Source: an optimization exercise on an open RTL-to-GDS flow (aim: small area, a short achievable clock period and few clock cycles per item). Production flows keep margins and buffers that such runs may drop.
In this exercise RTL edits were held to simulation tests only and were not proved equivalent to the original.

<file path="design/flow/design.v">
module tec_fmul (
    input  wire [31:0] a,
    input  wire [31:0] b,
    output reg  [31:0] p
);
    wire        sa = a[31], sb = b[31];
    wire [7:0]  ea = a[30:23], eb = b[30:23];
    wire [22:0] fa = a[22:0],  fb = b[22:0];
    wire        a_nan  = (ea == 8'hFF) && (fa != 0);
    wire        b_nan  = (eb == 8'hFF) && (fb != 0);
    wire        a_inf  = (ea == 8'hFF) && (fa == 0);
    wire        b_inf  = (eb == 8'hFF) && (fb == 0);
    wire        a_zero = (ea == 8'h00) && (fa == 0);
    wire        b_zero = (eb == 8'h00) && (fb == 0);
    wire        sp     = sa ^ sb;
    wire [23:0] ma = {ea != 0, fa};
    wire [23:0] mb = {eb != 0, fb};
    wire [9:0]  ea_e = (ea == 0) ? 10'd1 : {2'b00, ea};
    wire [9:0]  eb_e = (eb == 0) ? 10'd1 : {2'b00, eb};
    wire [47:0] prod = ma * mb;
    reg [5:0] lz;
    integer i;
    always @* begin
        lz = 6'd48;
        for (i = 0; i < 48; i = i + 1)
            if (prod[i]) lz = 6'd47 - i[5:0];
    end
    reg signed [11:0] bexp;      
    reg [47:0]  pn;              
    reg [47:0]  ps;              
    reg         sticky_x;
    reg [11:0]  sh;
    reg [7:0]   efield;
    reg [23:0]  m24;
    reg         g, st, inc;
    reg [30:0]  mag;
    always @* begin
        pn   = prod << lz;
        bexp = $signed({2'b00, ea_e}) + $signed({2'b00, eb_e}) - 12'sd126 - $signed({6'd0, lz});
        ps = pn;
        sticky_x = 1'b0;
        efield = bexp[7:0];
        if (bexp < 12'sd1) begin
            sh = 12'd1 - bexp;
            if (sh > 12'd49) sh = 12'd49;
            ps = pn >> sh;
            sticky_x = |(pn & ~({48{1'b1}} << sh));
            efield = 8'd0;
        end else begin
            sh = 12'd0;
        end
        m24 = ps[47:24];
        g   = ps[23];
        st  = (|ps[22:0]) | sticky_x;
        inc = g & (st | m24[0]);
        mag = {efield, m24[22:0]} + {30'd0, inc};
        if (a_nan || b_nan || (a_inf && b_zero) || (b_inf && a_zero))
            p = 32'h7FC00000;
        else if (a_inf || b_inf || bexp > 12'sd254)
            p = {sp, 8'hFF, 23'd0};
        else if (a_zero || b_zero)
            p = {sp, 31'd0};
        else
            p = {sp, mag};
    end
endmodule
module tec_fadd (
    input  wire [31:0] a,
    input  wire [31:0] b,
    input  wire        sub,
    output reg  [31:0] s
);
    wire [31:0] bb = {b[31] ^ sub, b[30:0]};
    wire        a_nan = (a[30:23] == 8'hFF) && (a[22:0] != 0);
    wire        b_nan = (bb[30:23] == 8'hFF) && (bb[22:0] != 0);
    wire        a_inf = (a[30:23] == 8'hFF) && (a[22:0] == 0);
    wire        b_inf = (bb[30:23] == 8'hFF) && (bb[22:0] == 0);
    wire        swap = bb[30:0] > a[30:0];
    wire [31:0] x = swap ? bb : a;
    wire [31:0] y = swap ? a : bb;
    wire        sx = x[31], sy = y[31];
    wire [7:0]  ex = (x[30:23] == 0) ? 8'd1 : x[30:23];
    wire [7:0]  ey = (y[30:23] == 0) ? 8'd1 : y[30:23];
    wire [26:0] mx = {x[30:23] != 0, x[22:0], 3'b000};
    wire [26:0] my = {y[30:23] != 0, y[22:0], 3'b000};
    wire [7:0]  d  = ex - ey;
    wire        eff_sub = sx ^ sy;
    reg [26:0] my_al;
    reg        sticky;
    reg [27:0] r;
    reg [4:0]  lz;
    reg [9:0]  e;
    reg [26:0] n;
    reg [7:0]  efield;
    reg [23:0] m24;
    reg        inc;
    reg [30:0] mag;
    integer i;
    always @* begin
        if (d > 8'd27) begin
            my_al  = 27'd0;
            sticky = |my;
        end else begin
            my_al  = my >> d;
            sticky = |(my & ~({27{1'b1}} << d));
        end
        my_al[0] = my_al[0] | sticky;
        r = eff_sub ? ({1'b0, mx} - {1'b0, my_al}) : ({1'b0, mx} + {1'b0, my_al});
        lz = 5'd27;
        for (i = 0; i < 27; i = i + 1)
            if (r[i]) lz = 5'd26 - i[4:0];
        e = {2'b00, ex};
        if (r[27]) begin
            n = r[27:1];
            n[0] = r[1] | r[0];
            e = e + 10'd1;
        end else if ({5'd0, lz} < e) begin
            n = r[26:0] << lz;
            e = e - {5'd0, lz};
        end else begin
            n = r[26:0] << (e - 10'd1);
            e = 10'd0;
        end
        efield = e[7:0];
        m24 = n[26:3];
        inc = n[2] & (n[1] | n[0] | m24[0]);
        mag = {efield, m24[22:0]} + {30'd0, inc};
        if (a_nan || b_nan || (a_inf && b_inf && (a[31] != bb[31])))
            s = 32'h7FC00000;
        else if (a_inf)
            s = a;
        else if (b_inf)
            s = bb;
        else if (r == 28'd0)
            s = {eff_sub ? 1'b0 : sx, 31'd0};
        else if (e >= 10'd255)
            s = {sx, 8'hFF, 23'd0};
        else
            s = {sx, mag};
    end
endmodule
module tec_tick (
    input  wire         clk,
    input  wire         rst,         
    input  wire         start,       
    input  wire         on,          
    input  wire [511:0] temp,        
    input  wire [511:0] w,           
    input  wire [31:0]  b0,
    input  wire [31:0]  b1,
    input  wire [31:0]  b2,
    input  wire [31:0]  a1,
    input  wire [31:0]  a2,
    input  wire [31:0]  off,
    input  wire [31:0]  lo,
    input  wire [31:0]  hi,
    output wire         ready,       
    output reg          done,        
    output reg  [31:0]  mix,
    output reg  [31:0]  y
);
    localparam S_IDLE = 2'd0, S_MIX = 2'd1, S_FILT = 2'd2;
    reg  [1:0]  state;
    reg  [3:0]  k;           
    reg  [2:0]  fs;          
    reg  [31:0] acc;
    reg  [31:0] x1, x2, y1, y2;
    reg  [31:0] x0;
    reg  [31:0] ma, mb, add_a;
    reg         add_sub;
    wire [31:0] prod, sum;
    tec_fmul u_mul (.a(ma), .b(mb), .p(prod));
    tec_fadd u_add (.a(add_a), .b(prod), .sub(add_sub), .s(sum));
    always @* begin
        ma      = temp[32*k +: 32];
        mb      = w[32*k +: 32];
        add_a   = acc;
        add_sub = 1'b0;
        if (state == S_FILT) begin
            case (fs)
                3'd0: begin ma = acc; mb = 32'h3F800000; add_a = off; end    
                3'd1: begin ma = b0;  mb = x0; add_a = 32'h80000000; end     
                3'd2: begin ma = b1;  mb = x1; end                           
                3'd3: begin ma = b2;  mb = x2; end                           
                3'd4: begin ma = a1;  mb = y1; add_sub = 1'b1; end           
                default: begin ma = a2; mb = y2; add_sub = 1'b1; end         
            endcase
        end
    end
    function automatic is_nan(input [31:0] v);
        is_nan = (v[30:23] == 8'hFF) && (v[22:0] != 0);
    endfunction
    function automatic f_lt(input [31:0] v, input [31:0] u);
        reg [31:0] kv, ku;
        begin
            kv = v[31] ? ~v : {1'b1, v[30:0]};
            ku = u[31] ? ~u : {1'b1, u[30:0]};
            f_lt = kv < ku;
        end
    endfunction
    function automatic [31:0] max_num(input [31:0] v, input [31:0] u);
        if (is_nan(v) && is_nan(u)) max_num = 32'h7FC00000;
        else if (is_nan(v))         max_num = u;
        else if (is_nan(u))         max_num = v;
        else                        max_num = f_lt(v, u) ? u : v;
    endfunction
    function automatic [31:0] min_num(input [31:0] v, input [31:0] u);
        if (is_nan(v) && is_nan(u)) min_num = 32'h7FC00000;
        else if (is_nan(v))         min_num = u;
        else if (is_nan(u))         min_num = v;
        else                        min_num = f_lt(v, u) ? v : u;
    endfunction
    wire [31:0] y_new = min_num(max_num(sum, lo), hi);
    assign ready = (state == S_IDLE);
    always @(posedge clk) begin
        if (rst) begin
            state <= S_IDLE;
            done  <= 1'b0;
            k     <= 4'd0;
            fs    <= 3'd0;
            acc   <= 32'h00000000;
            x1    <= 32'h00000000;
            x2    <= 32'h00000000;
            y1    <= 32'h00000000;
            y2    <= 32'h00000000;
            x0    <= 32'h00000000;
            mix   <= 32'h00000000;
            y     <= 32'h00000000;
        end else begin
            done <= 1'b0;
            case (state)
                S_IDLE: begin
                    if (start) begin
                        state <= S_MIX;
                        k     <= 4'd0;
                        acc   <= 32'h00000000;    
                    end
                end
                S_MIX: begin
                    acc <= sum;
                    k   <= k + 4'd1;
                    if (k == 4'd15) begin
                        if (on) begin
                            state <= S_FILT;
                            fs    <= 3'd0;
                        end else begin
                            state <= S_IDLE;
                            mix   <= sum;
                            y     <= y1;
                            done  <= 1'b1;
                        end
                    end
                end
                default: begin  
                    fs <= fs + 3'd1;
                    case (fs)
                        3'd0: begin
                            mix <= acc;
                            x0  <= sum;
                        end
                        3'd5: begin
                            state <= S_IDLE;
                            y     <= y_new;
                            x2    <= x1;
                            x1    <= x0;
                            y2    <= y1;
                            y1    <= y_new;
                            done  <= 1'b1;
                        end
                        default: acc <= sum;
                    endcase
                end
            endcase
        end
    end
endmodule
</file>
<file path="design/flow/run.sh">
#!/bin/bash
# synth_recipe.tcl (not shown) runs the flow's synth.tcl, then flattens the netlist and writes it again
# the make line also repeats each setting of config.mk as NAME=value (left out here)
make -C /OpenROAD-flow-scripts/flow DESIGN_CONFIG=/design/flow/config.mk WORK_HOME=/design/flow/orfs CLKGATE_MAP_FILE= SYNTH_SCRIPT=/design/flow/synth_recipe.tcl finish
</file>
<file path="design/flow/config.mk">
export PLATFORM = sky130hd
export DESIGN_NAME = tec_tick
export DESIGN_NICKNAME = tec_tick
export VERILOG_FILES = /design/flow/design.v
export SDC_FILE = /design/flow/constraint.sdc
export NUM_CORES = 8
export LEC_CHECK = 0
export CAP_MARGIN = 20
export CORE_AREA = 5 5 445 445
export DIE_AREA = 0 0 450 450
export PLACE_DENSITY = 0.45
export SLEW_MARGIN = 20
</file>
<file path="design/flow/constraint.sdc">
create_clock -name core_clock -period 60.0 [get_ports {clk}]
set_input_delay 12.0000 -clock core_clock [delete_from_list [all_inputs] [get_ports {clk}]]
set_output_delay 12.0000 -clock core_clock [all_outputs]
set_load 0.01 [all_outputs]
</file>
==> results.txt <==
-- cell usage after synthesis (138+ instances only) --
master    number  area [um2]
dfxtp_1      266        5325
mux4_2       323        7274
o21ai_0      328        1642
fa_1         487        9749
a22oi_1      138        1036
nand2_1      902        3386
inv_1        619        2323
ha_1         361        4517
clkbuf_1     407        1528
xnor2_1      203        1778
nor2_1      1165        4373
nand3_1      246        1231
a21oi_1      769        3849
nor3_1       186       930.9
-- through the flow --
step | worst slack [ns] | hold WS, ns
CTS | 3.561 | 0.4373
floorplan | 10.03 | 0.4319
detailed placement | 3.144 | 0.4471
finish | 2.381 | 0.4469
global route | 0.1624 | 0.4756
global placement | 3.951 | 0.4411
-- layout by cell type, fill, tap and decap left out, types with 102 or more instances in the layout --
master           count
clkdlybuf4s50_1   1345
o21ai_1            107
dfxtp_1            261
diode_2            167
a21oi_1            741
mux4_2             323
or2_2              114
buf_4              596
nand2_1            902
nand4_1            117
fa_1               487
o21ai_0            322
nor3_1             181
a22oi_1            136
xnor2_1            200
ha_1               359
and3_1             102
nand3_1            245
inv_1              619
nor2_1            1160
nand2b_1           129
-- registers in the layout, indices dropped and copies added (netlist names) --
register  count
acc          32
x1           32
mix          32
y1           32
x0           32
y2           32
fs            3
done          1
k             4
state         2
x2           32
y            32
-- final timing paths --
kind,start,to
worst max register to register,k[1],y[26]
worst max-delay path,temp[506],y[26]
worst min register to register,x1[31],x2[31]
worst min-delay path,x1[31],x2[31]
-- cells by family (layout without fill, tap and decap cells) --
logic type	after synthesis	count (layout)	synth area share, %
AO/OA/AOI/OAI	2639	2639	25.89
XOR/XNOR	255	255	3.238
adder cells (fa/ha/maj)	849	849	20.45
buffers and inverters	1297	2628	8.006
flip-flops	266	266	7.630
multiplexers	420	420	11.86
other	0	167	0
AND/OR/NAND/NOR	3384	3384	22.92
-- routing by layer --
metal  wire [um]  up-vias  global-route usage, %
met5         816        -                  3.196
met4       64780      100                  45.23
met3       81320     2442                  24.62
met2      214700     8430                  71.98
met1      190700    44516                  58.78
li1            -    36112                      -
-- tightest hold or removal path: stages (launching register included) --
cell and delay (ns):
dfxtp_1 0.33, nand2_1 0.06, a21oi_1 0.05
-- area by class of cell --
cell class                      count  area [um2]  share of cell area, %
Multi-Input combinational cell   7547       59380                  66.30
Clock inverter                      7       60.06                0.06706
Tap cell                         2526        3161                  3.529
Inverter                          628        2361                  2.636
Clock buffer                       35       680.7                 0.7601
Timing Repair Buffer             1958       18150                  20.27
Antenna cell                      167       417.9                 0.4667
Sequential cell                   266        5341                  5.965
==> impl_metrics.ini <==
[synth]
ys_seq_elements = 266
synthArstFlopShare_pct = 0
syn_nets = 11242
synth_ff_type = dfxtp_1
yosysUniqueCellTypes = 153
synth-edff-count = 0
synth_area_um2 = 69790
syn_area_per_cell_um2 = 7.661
yosys_warnings = 3
yosysSeqAreaShare_pct = 7.630
netlist_instances = 9110

[routing]
drt_iter0_drc = 15268
vias = 91600
ant_nets = 0
route.detailed.drc = 0
routedWlPerCell_um = 42.05
wirelength_um = 552300
via_per_inst = 6.974
first_pass_iters = 14

[clock_network]
cts_hold_buf = 0
cts.htree.levels = 1
clk_pin_slew_ns = 0.09
cts_setup_buffers = 0
clock_latency_ns = 0.59
clock_path_buffers = 3
cts_resized = 0
cts.sinks = 266
cts_root_buffer = clkbuf_16
cts_tree = done
cts_buffers = 23

[timing]
skew_ns = 0.03095
setup_viol_count_final = 0
rsz0062_at_grt = false
final_hold_viol_count = 0
slew_violations = 0
fmax_mhz = 17.36
timing.setup.tns_ns = 0
max-slew-margin-rel_pct = 12.04
worst_slew_pin_slew_ns = 1.315
period_minus_slack_ns = 57.62
finalCritPeriodShare_pct = 96.03

[floorplanning]
dieWidth_um = 450
core_area_um2 = 192600
initial_utilization_pct = 36.24
fp.dieH_um = 450
dieArea_um2 = 202500
rows = 161
io_pins = 1350

[critical_path]
slowest_stage = clkdlybuf4s50_1
critPathTopFamily = compound AO/OA/AOI/OAI gates
crit_required_ns = 60.49
r2r_setup_slack_ns = 11.63
crit_cells = 191
worstRegToRegCells = 194
path_common_cell = a21oi_1
path_max_fanout = 39
endpoint_kind = flop
startpoint_type = input port
arrival_ns = 58.11
crit_type = input port to flop
slowest_delay_ns = 0.90
crit_buf_inv = 19

[place]
hpwl_um = 460600
dp.cells = 12924
dpl_cell_area_um2 = 88330
place.gp.congestion = 1.194
portBuffers = 1349

[global_route]
first_global_vias = 86380
antenna_found_initial = 197
grtUsageTotal_pct = 51.79
grt_max_degree = 87
overflow = 0
grt_pass1_wl_um = 735000

[layout]
finalNetCount = 12556
stdcell_count = 13134
nFillCells = 18581
design_area_um2 = 89550
drive_above_1_share_pct = 13.17
syn_to_final_growth_pct = 28.31
fin_util_pct = 46.50

[worst_hold_path]
hold_depth = 2
hp-class = flop to flop

[job]
maxCapViolCount = 0

[outcome]
status = finished clean
Testbench counts, summed over its fixed seeds: cycles 109,428, ticks 4,800.

==> re-timing with driven ports <==
How much do the figures lean on ideal ports? The routed layout below was timed once more, with nothing changed but the port constraints.
Step 1, drivers: a clkbuf_16 drives clk and a buf_2 each remaining input, both assumed.
Step 2 adds t to the input delays and takes it off the output delays; t is the mean of the earliest and latest rising clock arrival at the registers after step 1. Input paths then give back, and output paths get back, about the clock's delay inside the block.
Slacks: ideal ports / drivers / drivers and shift; pairs: ideal ports / drivers.
t (ns): 0.641
setup slack, ns: 2.381 / 2.399 / 1.759
hold slack, ns: 0.447 / 0.447 / 0.447
worst setup path at the end: input to register
latest minus earliest clock arrival (ns): 0.031 / 0.031
After both steps setup and hold are still met in this run. For this run, drivers alone change the setup slack by +0.018 ns; drivers and shift together by -0.622 ns.
